This design comes from an exercise in tuning for small area, a short achievable clock period and few clock cycles per item on the open sky130 flow, not from production work.
Function was checked by simulation only, so behaviour that the tests miss may differ from the original.
The clock input has no modelled driver; a real chip could not lean on it and would need a root buffer or a full tree.
Power is estimated from default activity; no workload was simulated.

==> flow/design.v, too long to show whole: its modules and the start of the top module <==
// module esq1_core: 2297 lines
module esq1_core (
    input  wire        clk,
    input  wire        rst,
    input  wire        cmd_valid,
    output wire        cmd_ready,
    input  wire [31:0] cmd,
    output reg         done,
    output reg  [15:0] res,
    output reg  [2:0]  err,
    output reg  [7:0]  sub,
    output reg  [15:0] pos,
    output reg         sticky
);
  // ...
==> flow/flow/run.sh <==
#!/bin/bash
# The standard layout (the standard.sh: standard synthesis, floorplan,
# placement, CTS, routing) with these changes to how it is made:
# - ORFS's timing repair aims below the clock period: repair_timing treats a
#   path as failing until its slack reaches SETUP_SLACK_MARGIN ns, so the
#   sized netlist runs well under the 10 ns clock;
# - the port buffers are buf_4 (ORFS would pick a delay cell);
# - CTS clusters up to 25 sinks per leaf buffer (within 80 um) and adds no
#   dummy loads;
# - after CTS, post_cts.tcl moves the clock pin to the middle of the left
#   edge and rebuilds the top of the clock tree: the clock
#   port drives four buffers next to it, one per region, that drive the
#   leaf buffers
#   (retree.tcl); the tree stays balanced, one level shallower;
# - after global routing, post_grt.tcl repairs antennas with a margin so
#   detailed routing needs no antenna re-route passes.
# The SDC and every other setting stay the standard flow's.
set -euo pipefail
here=$(pwd)
bash standard.sh SETUP_SLACK_MARGIN=7.0 \
  "BUFFER_PORTS_ARGS=-buffer_cell sky130_fd_sc_hd__buf_4" \
  "CTS_ARGS=-sink_clustering_enable -repair_clock_nets -sink_clustering_size 25 -sink_clustering_max_diameter 80 -dont_use_dummy_load" \
  POST_CTS_TCL="$here/flow/post_cts.tcl" \
  POST_GLOBAL_ROUTE_TCL="$here/flow/post_grt.tcl" \
  finish > flow_standard.log 2>&1
==> flow/flow/post_cts.tcl <==
# POST_CTS hook: rebuild the top of the clock tree (see retree.tcl), then
# legalize the new buffers and repair timing again on the new tree.
source [file join [file dirname [info script]] retree.tcl]
center_clk_pin
retree_clock 4
detailed_placement
estimate_parasitics -placement
repair_timing_helper
detailed_placement
check_placement -verbose
==> flow/flow/post_grt.tcl <==
# POST_GLOBAL_ROUTE hook: repair antennas once more with a 30% margin on the
# antenna ratios, so that the detailed routes, which differ from the global
# ones, rarely break the rule and need no repair-and-reroute pass after
# detailed routing; then write the route guides again.
repair_antennas -ratio_margin 30 -iterations 5
check_placement -verbose
check_antennas -report_file $::env(REPORTS_DIR)/grt_antennas_margin.log
write_guides $::env(RESULTS_DIR)/route.guide
==> flow/flow/retree.tcl <==
# Rebuild the top of the clock tree: the clock port drives NROOT buffers
# directly, each driving the leaf buffers of one region, in place of the
# root buffer and the middle level that CTS builds.
# Put the clock pin at the middle of the left die edge (the spot nearest to
# it that is at least 4 um from every other pin there), so the clock enters
# at the middle of a side rather than wherever pin placement left it.
proc center_clk_pin {} {
  set block [ord::get_db_block]
  set die [$block getDieArea]
  set ys {}
  foreach bt [$block getBTerms] {
    if {[$bt getName] eq "clk"} { continue }
    foreach bp [$bt getBPins] {
      set bb [$bp getBBox]
      if {[$bb xMin] <= [$die xMin] + 1000} { lappend ys [expr {([$bb yMin] + [$bb yMax]) / 2}] }
    }
  }
  set mid [expr {([$die yMin] + [$die yMax]) / 2}]
  for {set d 0} {$d < 200000} {incr d 2000} {
    foreach y [list [expr {$mid + $d}] [expr {$mid - $d}]] {
      set ok 1
      foreach oy $ys { if {abs($oy - $y) < 4000} { set ok 0; break } }
      if {$ok} {
        place_pin -pin_name clk -layer met3 -location [list [expr {[$die xMin] / 1000.0}] [expr {$y / 1000.0}]] -pin_size {0.3 0.3} -force_to_die_boundary
        puts "retree: clock pin at y [expr {$y / 1000.0}]"
        return
      }
    }
  }
}

# A spot for root k near the clock pin, a little inside the core.
proc root_spot { block k } {
  set bb [[lindex [[$block findBTerm clk] getBPins] 0] getBBox]
  set px [expr {([$bb xMin] + [$bb xMax]) / 2}]
  set py [expr {([$bb yMin] + [$bb yMax]) / 2}]
  set core [$block getCoreArea]
  set x0 [$core xMin]; set x1 [$core xMax]; set y0 [$core yMin]; set y1 [$core yMax]
  set in 12000
  set step [expr {($k - 1.5) * 8000}]
  if {$px <= $x0} { return [list [expr {$x0 + $in}] [expr {int(min(max($py + $step, $y0), $y1 - 10000))}]] }
  if {$px >= $x1} { return [list [expr {$x1 - $in - 10000}] [expr {int(min(max($py + $step, $y0), $y1 - 10000))}]] }
  if {$py <= $y0} { return [list [expr {int(min(max($px + $step, $x0), $x1 - 10000))}] [expr {$y0 + $in}]] }
  return [list [expr {int(min(max($px + $step, $x0), $x1 - 10000))}] [expr {$y1 - $in - 3000}]]
}

proc retree_clock { {nroot 4} {master_name sky130_fd_sc_hd__clkbuf_16} } {
  set block [ord::get_db_block]
  set db [ord::get_db]
  set master [$db findMaster $master_name]
  set port_net [[$block findBTerm clk] getNet]
  # walk the buffer tree from the port
  set level [list $port_net]
  set bufs {}
  set leaves {}
  while {[llength $level]} {
    set next {}
    foreach net $level {
      foreach it [$net getITerms] {
        if {![$it isInputSignal] && [$it getIoType] ne "INPUT"} { continue }
        set inst [$it getInst]
        set m [[$inst getMaster] getName]
        if {[string match "*clkbuf*" $m] || [string match "*clkinv*" $m]} {
          # output net of the buffer
          set onet ""
          foreach oit [$inst getITerms] { if {[$oit getIoType] eq "OUTPUT"} { set onet [$oit getNet] } }
          set drives_buf 0
          foreach it2 [$onet getITerms] {
            if {[$it2 getIoType] eq "INPUT"} {
              set m2 [[[$it2 getInst] getMaster] getName]
              if {[string match "*clkbuf*" $m2] || [string match "*clkinv*" $m2]} { set drives_buf 1 }
            }
          }
          if {$drives_buf} { lappend bufs $inst; lappend next $onet } else { lappend leaves $inst }
        }
      }
    }
    set level $next
  }
  puts "retree: [llength $bufs] upper buffers, [llength $leaves] leaf buffers"
  # leaf positions
  set pts {}
  foreach l $leaves { set bb [$l getBBox]; lappend pts [list $l [expr {([$bb xMin]+[$bb xMax])/2}] [expr {([$bb yMin]+[$bb yMax])/2}]] }
  # k-means into nroot clusters, seeded by splitting on x then y medians
  set n [llength $pts]
  set sx [lsort -integer -index 1 $pts]
  set cents {}
  set half [expr {$n/2}]
  foreach part [list [lrange $sx 0 [expr {$half-1}]] [lrange $sx $half end]] {
    set sy [lsort -integer -index 2 $part]
    set h2 [expr {[llength $sy]/2}]
    foreach q [list [lrange $sy 0 [expr {$h2-1}]] [lrange $sy $h2 end]] {
      set cx 0; set cy 0
      foreach p $q { set cx [expr {$cx+[lindex $p 1]}]; set cy [expr {$cy+[lindex $p 2]}] }
      lappend cents [list [expr {$cx/[llength $q]}] [expr {$cy/[llength $q]}]]
    }
  }
  set cents [lrange $cents 0 [expr {$nroot-1}]]
  for {set iter 0} {$iter < 20} {incr iter} {
    set groups {}
    for {set k 0} {$k < $nroot} {incr k} { lappend groups {} }
    foreach p $pts {
      set best 0; set bd 1e30
      for {set k 0} {$k < $nroot} {incr k} {
        set c [lindex $cents $k]
        set d [expr {abs([lindex $p 1]-[lindex $c 0]) + abs([lindex $p 2]-[lindex $c 1])}]
        if {$d < $bd} { set bd $d; set best $k }
      }
      lset groups $best [concat [lindex $groups $best] [list $p]]
    }
    set cents {}
    foreach g $groups {
      set cx 0; set cy 0
      foreach p $g { set cx [expr {$cx+[lindex $p 1]}]; set cy [expr {$cy+[lindex $p 2]}] }
      set c [expr {max(1,[llength $g])}]
      lappend cents [list [expr {$cx/$c}] [expr {$cy/$c}]]
    }
  }
  # remove the upper buffers and their nets
  foreach b $bufs {
    foreach it [$b getITerms] {
      set net [$it getNet]
      if {$net ne "NULL" && [$it getIoType] eq "OUTPUT"} { $it disconnect; odb::dbNet_destroy $net } elseif {$net ne "NULL"} { $it disconnect }
    }
    odb::dbInst_destroy $b
  }
  # new roots
  for {set k 0} {$k < $nroot} {incr k} {
    set inst [odb::dbInst_create $block $master "clkroot_$k"]
    set net [odb::dbNet_create $block "clknet_root_$k"]
    $net setSigType CLOCK
    # roots sit next to the clock pin so that the port's own net stays short
    set c [root_spot $block $k]
    $inst setLocation [lindex $c 0] [lindex $c 1]
    $inst setPlacementStatus PLACED
    foreach it [$inst getITerms] {
      set mt [[$it getMTerm] getName]
      if {$mt eq "A"} { $it connect $port_net }
      if {$mt eq "X"} { $it connect $net }
    }
    foreach p [lindex $groups $k] {
      set l [lindex $p 0]
      foreach it [$l getITerms] { if {[[$it getMTerm] getName] eq "A"} { $it connect $net } }
    }
    puts "retree: root $k at $c drives [llength [lindex $groups $k]] leaves"
  }
}
==> flow/standard.sh <==
#!/bin/bash
# synth_recipe.tcl (not shown) runs the flow's synth.tcl, then flattens the netlist and writes it again
# the make line also repeats each setting of config.mk as NAME=value (left out here)
make -C /OpenROAD-flow-scripts/flow DESIGN_CONFIG=/design/flow/config.mk WORK_HOME=/design/flow/orfs CLKGATE_MAP_FILE= SYNTH_SCRIPT=/design/flow/synth_recipe.tcl "${@:-finish}"
==> flow/config.mk <==
export PLATFORM = sky130hd
export DESIGN_NAME = esq1_core
export DESIGN_NICKNAME = esq1_core
export VERILOG_FILES = /design/flow/design.v
export SDC_FILE = /design/flow/constraint.sdc
export NUM_CORES = 8
export LEC_CHECK = 0
export ABC_AREA = 1
export CAP_MARGIN = 30
export CORE_MARGIN = 2
export CORE_UTILIZATION = 50
export PLACE_DENSITY = 0.62
export SLEW_MARGIN = 20
==> flow/constraint.sdc <==
create_clock -name core_clock -period 10.0 [get_ports {clk}]
set_input_delay 2.0000 -clock core_clock [delete_from_list [all_inputs] [get_ports {clk}]]
set_output_delay 2.0000 -clock core_clock [all_outputs]
set_load 0.01 [all_outputs]
==> impl_metrics.env, run 1 <==
export IMPL_cts_sink_count=1947
export IMPL_synth_main_ff_cell="dfxtp_1"
export IMPL_grt_max_degree=106
export IMPL_nNonClkInverters=1526
export IMPL_numPlacedInstances=12000
export IMPL_r2r_slack_ns=6.77
export IMPL_drive_above_1_share=0.0779
export IMPL_synth_cell_types=67
export IMPL_drc_errors=0
export IMPL_synth_commonest_cells="2,823 x nand2_1, 1,947 x dfxtp_1, 1,521 x o221ai_1"
export IMPL_synthSimpleGateAreaFrac=0.179
export IMPL_min_path_cells=0
export IMPL_synth_cells=10100
export IMPL_io_buffers=79
export IMPL_worstSkewPairLatency_ns=0.72
export IMPL_diodes=17
export IMPL_start_kind="flip-flop"
export IMPL_final_max_slew_viol_count=0
export IMPL_antenna_left=0
export IMPL_synth_fa_ha_area_frac=0
export IMPL_pre_cts_slack_ns=6.03
export IMPL_syn_area_um2=81600
export IMPL_synth_nets=10200
export IMPL_tns_ns=0
export IMPL_multi_input_area_share=0.401
export IMPL_post_drt_via_cell_ratio=6.95
export IMPL_power_leader="sequential cells"
export IMPL_final_util=0.551
export IMPL_p_int_w=0.00976
export IMPL_endpoint="res[10]"
export IMPL_p_clk_w=0.00449
export IMPL_area_growth_pct=9.74
export IMPL_power_leakage_nw=32.4
export IMPL_nWellTaps=2175
export IMPL_fin_area_um2=89500
export IMPL_wl_per_cell_um=32.7
export IMPL_pin_count=81
export IMPL_period_share=0.326
export IMPL_min_period_ns=3.26
export IMPL_arrival_ns=1.26
export IMPL_cp_buffers_inverters=1
export IMPL_path_clk_slew_ns=0.10
export IMPL_outcome="timing/DRC/antenna clean"
export IMPL_pwr_share_seq=0.605
Testbench counts, summed over its fixed seeds: cycles 13,568, cmds 13,544.
==> inputs of run 2 (changes only) <==
--- a/flow/config.mk
+++ b/flow/config.mk
@@ -10,4 +10,4 @@
 export CORE_MARGIN = 2
-export CORE_UTILIZATION = 50
-export PLACE_DENSITY = 0.62
+export CORE_UTILIZATION = 58
+export PLACE_DENSITY = 0.68
 export SLEW_MARGIN = 20
==> run 2 against run 1 <==
Effect of this change:
- die area decreased by 14%
- critical path depth is the same
- wire length down 3.9%
- area after synthesis unchanged
- largest power group unchanged
==> impl_metrics.env, run 2 <==
export IMPL_critPathSlowestCell="dfxtp_4"
export IMPL_nets=10100
export IMPL_syn_mean_instance_area_um2=8.05
export IMPL_synth_main_ff_cell="dfxtp_1"
export IMPL_placed_cell_area_um2=83500
export IMPL_worst_slew_pin_slew_ns=1.12
export IMPL_min_period_ns=3.26
export IMPL_tns_ns=0
export IMPL_largest_reg_flops=48
export IMPL_fp_dieArea_um2=144000
export IMPL_die_h_um=379
export IMPL_yosysMostFrequentCell="nand2_1"
export IMPL_path_class="flip-flop to primary output"
export IMPL_power_density_nw_per_um2=144
export IMPL_synth_area_leaders="dfxtp_1 48%, o221ai_1 16%, nand2_1 13%"
export IMPL_final_max_slew_viol_count=0
export IMPL_wl_per_cell_um=32.3
export IMPL_arrival_ns=1.26
export IMPL_period_share=0.326
export IMPL_pin_count=81
export IMPL_antenna_left=0
export IMPL_ys_seq_area_frac=0.478
export IMPL_path_clk_slew_ns=0.10
export IMPL_post_drt_via_cell_ratio=7.28
export IMPL_yosys_warnings=1
export IMPL_synth_xor_area_frac=0
export IMPL_start_kind="flip-flop"
export IMPL_cp_buffers_inverters=1
export IMPL_synth_commonest_cells="2,823 x nand2_1, 1,947 x dfxtp_1, 1,521 x o221ai_1"
export IMPL_grt_max_degree=126
export IMPL_slowest_delay_ns=0.48
export IMPL_synth_top_family_by_area="compound AO/OA/AOI/OAI gates"
export IMPL_slew_headroom=0.245
export IMPL_r2r_slack_ns=6.74
export IMPL_synth_cell_types=67
export IMPL_top_regs="name: 48 flops, c1: 32 flops"
export IMPL_ys_ff_latch=1947
export IMPL_initial_core_util=0.585
export IMPL_outcome="timing/DRC/antenna clean"
export IMPL_antenna_found_initial=42
export IMPL_io_buffers=79
export IMPL_finalClockSkew_ns=0.144
export IMPL_max_freq_mhz=307
export IMPL_drc_errors=0
export IMPL_synth_edf_count=0
export IMPL_maxCapViolations=0
export IMPL_synthSimpleGateAreaFrac=0.179
export IMPL_drt_wl_total_um=385000
export IMPL_core_um2=140000
export IMPL_setup_viol=0
export IMPL_fin_area_um2=88800
export IMPL_grt_ovfl_total=0
export IMPL_crit_path_end_kind="primary output"
export IMPL_detailed_place_hpwl_um=270000
export IMPL_rows=137
export IMPL_drive_above_1_share=0.0745
export IMPL_async_reset_ff_frac=0
export IMPL_fp_dieW_um=379
export IMPL_worstSkewPairLatency_ns=0.70
export IMPL_grt_pass1_vias=77800
export IMPL_area_growth_pct=8.82
export IMPL_grt_pass1_wl_um=542000
export IMPL_dr_pass1_iters=11
export IMPL_synth_top_area_share=0.478
export IMPL_grt_use_total=0.509
export IMPL_place_congestion=1.12
export IMPL_synth_cells=10100
export IMPL_crit_chain="buf_6"
export IMPL_synth_compound_area_frac=0.249
export IMPL_power_leakage_nw=32.2
export IMPL_critPathRequiredTime_ns=8.00
export IMPL_syn_area_um2=81600
export IMPL_yosysTopAreaCell="dfxtp_1"
export IMPL_synth_mux_area_frac=0
export IMPL_ir_worst_vdd_mv=0.598
export IMPL_critPathMaxFanout=3
export IMPL_drt_iter0_drc=18100
export IMPL_numPlacedInstances=11700
export IMPL_synth_fa_ha_area_frac=0
export IMPL_top_register="name"
export IMPL_layout_commonest_cell="nand2_1"
export IMPL_finalHoldViolCount=0
export IMPL_vias=87000
export IMPL_worstHoldPathType="flip-flop to flip-flop"
export IMPL_final_cell_mix="2,759 x nand2_1, 1,860 x dfxtp_1, 1,521 x o221ai_1"
export IMPL_synth_nets=10200
export IMPL_cts_sink_count=1947
export IMPL_layoutNonFillerInstCount=12000
export IMPL_critPathTopFamily="flip-flops"
## run 2: area by class of cell, without the clock buffers
class	count	area [um2]
flip-flops and latches	1947	39100
inverters	1525	5820
well taps	1876	2350
plain buffers	4	100
diodes	37	92.6
repair buffers	300	3020
multi-input cells	6169	35900
fillers	12200	50800
## run 2: report_power, final
| part | internal, W | total, W | switching (W) |
|---|---|---|---|
| clock network | 0.00172 | 0.00430 | 0.00258 |
| registers | 0.00779 | 0.00786 | 0.0000623 |
| logic | 0.000122 | 0.000626 | 0.000504 |
| total | 0.00963 | 0.0128 | 0.00315 |
## run 2: logic make-up (layout without fill, tap and decap cells)
| family | count (synthesis) | count (layout) |
|---|---|---|
| simple gates | 3610 | 3610 |
| compound gates | 2558 | 2558 |
| buf+inv | 2011 | 1923 |
| flops | 1947 | 1947 |
| other cells | 1 | 38 |
## run 2: final timing paths
path,cells after the start,start,end
min reg2reg,0,hnib[2]$_SDFF_PN0_,hnib3[2]$_DFF_P_
min,0,hnib[2]$_SDFF_PN0_,hnib3[2]$_DFF_P_
max reg2reg,11,lcol[0]$_SDFF_PP0_,rdp3_1[1]$_DFF_P_
max,1,res[10]$_SDFFE_PP0P_,res[10]
## run 2: layer usage
layer | GRT usage | share of wire | up-vias
li1 | - | - | 35700
met1 | 0.655 | 0.35 | 40900
met2 | 0.706 | 0.39 | 8393
met3 | 0.189 | 0.17 | 1963
met4 | 0.340 | 0.089 | 44
met5 | 0 | 0.0011 | -
## run 2: metrics by stage
step	util	total power (W)	setup slack, ns	hold WS [ns]
after global placement	0.598	0.00855	5.26	0.310
after detailed placement	0.599	0.00856	6.06	0.312
final	0.636	0.0128	6.74	0.290
after floorplan	-	0.00830	6.71	0.310

[static timing again, ports no longer ideal]
No port has a modelled driver above. Below, the same layouts with a new extraction and two added sets of constraints.
Step 1 (the two cells are an assumption about what drives the block):
set clk [get_ports {clk}]
set_driving_cell -lib_cell sky130_fd_sc_hd__clkbuf_16 $clk
set_driving_cell -lib_cell sky130_fd_sc_hd__buf_2 [delete_from_list [all_inputs] $clk]
Step 2 adds t to the input delays and takes it off the output delays; t is the mean of the earliest and latest rising clock arrival at the registers after step 1. Input paths then give back, and output paths get back, about the clock's delay inside the block.
a / b / c = no drivers / after step 1 / after step 2; a / b = the first two.
run	shift t [ns]	setup WS [ns]	latest minus earliest clock arrival (ns)
run 1	0.699	6.739 / 6.678 / 6.270	0.171 / 0.171
run 2	0.689	6.739 / 6.680 / 6.258	0.150 / 0.150
After both steps setup and hold are still met in every run listed. For run 2, which loses most, drivers alone change the setup slack by -0.059 ns; drivers and shift together by -0.481 ns.
